Context: an optimization exercise on an open-source flow, tuned for small area. The choices shown serve that exercise and are no tape-out recipe. In this exercise RTL edits were held to simulation tests only and were not proved equivalent to the original. Power and IR drop assume default switching activity.

== run 1 ==
// ninepin_core
module ninepin_core (
    input  wire        clk,
    input  wire        rst,
    input  wire        step,
    input  wire        trig,
    input  wire        iec_clk,
    input  wire        iec_data,
    input  wire        iec_atn,
    input  wire [31:0] now_us,
    input  wire        rd_req,
    input  wire [31:0] rd_count,
    output wire        data_pull,
    output wire        busy,
    output reg         ev_valid,
    output wire [21:0] ev,
    output wire        rd_busy,
    output wire        rd_valid,
    output wire [15:0] rd_frame,
    output wire        rd_done
);
export LEC_CHECK = 0
export CAP_MARGIN = 20
export CORE_MARGIN = 2
export CORE_UTILIZATION = 65
export SLEW_MARGIN = 20
create_clock -name core_clock -period 10.0 [get_ports {clk}]
standard.sh (not shown) runs the stock make flow with config.mk's settings and CLKGATE_MAP_FILE= SYNTH_SCRIPT=/design/flow/synth_recipe.tcl, a recipe that flattens the netlist after the stock synthesis.
==> flow/flow/run.sh <==
#!/bin/bash
# Own layout flow: the standard ORFS flow (standard.sh) with
#  - the standard synthesis script, but adders left to ABC (no full-adder
#    cell extraction) and an area-oriented ABC mapping script,
#  - port buffers of the smallest buffer cell (every port is still buffered),
#  - clock tree synthesis with clkbuf_8 buffers, small sink clusters and no
#    dummy loads.
# Each tool's full output is in orfs/logs/ (ORFS's per-step logs) and in
# flow_make.log here.
set -euo pipefail
W=$(pwd)
export FLOW_WORK=$W
export MY_ABC_SCRIPT=$W/flow/abc.script
export BUFFER_PORTS_ARGS="-buffer_cell sky130_fd_sc_hd__buf_1"
export CTS_ARGS="-sink_clustering_enable -repair_clock_nets -dont_use_dummy_load -buf_list sky130_fd_sc_hd__clkbuf_8 -sink_clustering_size 18 -sink_clustering_max_diameter 45"
sed "s|SYNTH_SCRIPT=[^ ]*synth_recipe.tcl|SYNTH_SCRIPT=$W/flow/my_synth.tcl ADDER_MAP_FILE=|" standard.sh > my_standard.sh
grep -q "SYNTH_SCRIPT=$W/flow/my_synth.tcl ADDER_MAP_FILE=" my_standard.sh
bash my_standard.sh finish > flow_make.log 2>&1
test -s out/final.def
==> flow/flow/abc.script <==
strash
&get -n
&fraig -x
&put
scorr
dc2
dretime
strash
&get -n
&dch -f
&nf -p -R 1000
&put
==> flow/flow/my_synth.tcl <==
# The standard flow's synthesis script (synth_recipe.tcl, unchanged), with the ABC
# technology-mapping script replaced by an area-oriented one.  ABC maps only
# the combinational logic: the registers are mapped by dfflibmap before it,
# so they are exactly those of the standard synthesis.
proc abc {args} {
  set i [lsearch $args -script]
  if {$i >= 0} {
    set args [lreplace $args [expr {$i + 1}] [expr {$i + 1}] $::env(MY_ABC_SCRIPT)]
  }
  yosys abc {*}$args
}
source $::env(FLOW_WORK)/synth_recipe.tcl
Relative to run 1, the following input files were edited for run 2:
- swapping 65 for 72 in CORE_UTILIZATION
--- a/flow/flow/run.sh
+++ b/flow/flow/run.sh
@@ -15 +15 @@
-export CTS_ARGS="-sink_clustering_enable -repair_clock_nets -dont_use_dummy_load -buf_list sky130_fd_sc_hd__clkbuf_8 -sink_clustering_size 18 -sink_clustering_max_diameter 45"
+export CTS_ARGS="-sink_clustering_enable -repair_clock_nets -dont_use_dummy_load -buf_list sky130_fd_sc_hd__clkbuf_8 -sink_clustering_size 19 -sink_clustering_max_diameter 55 -root_buf sky130_fd_sc_hd__clkbuf_4"
Findings:
Against run 1, time the final worst path needs with I/O delays and setup in run 2 came out better.
Comparing run 1 and run 2, static leakage is lower on run 2.
The final reports for run 2 and run 1 show global-route usage over all layers higher in the former.
Run 2 — final design instance area without fill about 0.8% lower, run 1 as reference
Run 2 vs. run 1: combinational share of power grew by 0.3 points; global-route wire length before repair held steady.
The following lists how run 3 was set up differently from run 2:
- CORE_UTILIZATION changed from 72 to 40
--- a/flow/flow/run.sh
+++ b/flow/flow/run.sh
@@ -15 +15 @@
-export CTS_ARGS="-sink_clustering_enable -repair_clock_nets -dont_use_dummy_load -buf_list sky130_fd_sc_hd__clkbuf_8 -sink_clustering_size 19 -sink_clustering_max_diameter 55 -root_buf sky130_fd_sc_hd__clkbuf_4"
+export CTS_ARGS="-sink_clustering_enable -repair_clock_nets -dont_use_dummy_load -buf_list sky130_fd_sc_hd__clkbuf_8 -sink_clustering_size 18 -sink_clustering_max_diameter 45"
--- a/flow/flow/abc.script
+++ b/flow/flow/abc.script
@@ -11 +11 @@
-&nf -p -R 1000
+&nf
==> comparison <==
- Of the two values seen for worst setup path endpoint, head[5]$_SDFFE_PP0P_ was produced by run 2 and acc[2]$_DFFE_PP_ by run 3.
- Summary of run 3 over run 2: width of the die higher, area of all placed cells without fillers higher, count of clock-buffer cells in the layout higher.
- Run 3 vs run 2 — power per cell area rose 1.3 nW/µm².
- Run 2 -> run 3: clock slew seen by the registers of the worst setup and hold paths flat
- Summary of run 3 over run 2: wire length climbed about 7.5%, final worst setup slack dropped 0.35 ns.
- Compared run 3 vs run 2, and core utilization is down in run 3.
diff inputs: run 3 => run 4
- CORE_UTILIZATION changed from 40 to 70
--- a/flow/flow/run.sh
+++ b/flow/flow/run.sh
@@ -15 +15 @@
-export CTS_ARGS="-sink_clustering_enable -repair_clock_nets -dont_use_dummy_load -buf_list sky130_fd_sc_hd__clkbuf_8 -sink_clustering_size 18 -sink_clustering_max_diameter 45"
+export CTS_ARGS="-sink_clustering_enable -repair_clock_nets -dont_use_dummy_load -buf_list sky130_fd_sc_hd__clkbuf_8 -sink_clustering_size 18 -sink_clustering_max_diameter 55"
--- a/flow/flow/abc.script
+++ b/flow/flow/abc.script
@@ -11 +11 @@
-&nf
+&nf -p -R 1000
Notes after the runs:
On layout buffering overhead excluding clock cells, the higher figure sits with run 3, not run 4.
For the final critical path time including I/O delays and setup, run 4 came in 0.46 ns lower than run 3 did.
Area: run 4 vs run 3 -> run 4 smaller
Relative to run 3, register-to-register slack has gone up in run 4.
Run 3 and run 4 ended up with nearly the same area used by sequential logic in the layout.

==> separate check: timing with driven ports <==
In the flow no input, the clock included, has a driving cell. The finished layouts below were timed again as built, in two steps.
Step 1, drivers: a clkbuf_16 drives clk and a buf_2 each remaining input, both assumed.
Step 2 moves the port delays by t, midway between the first and last clock arrival at a register: inputs arrive t later, outputs are due t later. That takes back most of the time a late clock gives input paths.
Three values: ideal, step 1, step 2; two values: the first two.
| run | shift t [ns] | setup slack, ns | latest minus earliest clock arrival (ns) |
|---|---|---|---|
| run 1 | 0.684 | 0.940 / 0.968 / 0.284 | 0.080 / 0.080 |
| run 2 | 0.760 | 1.008 / 1.032 / 0.271 | 0.156 / 0.155 |
| run 3 | 0.705 | 0.658 / 0.670 / -0.035 | 0.100 / 0.100 |
| run 4 | 0.635 | 1.121 / 1.143 / 0.508 | 0.086 / 0.086 |
Met with ideal ports but missed after step 2: setup timing in run 3. The setup slack of run 2, which loses most, moves by +0.024 ns with the drivers and by -0.737 ns with both steps.
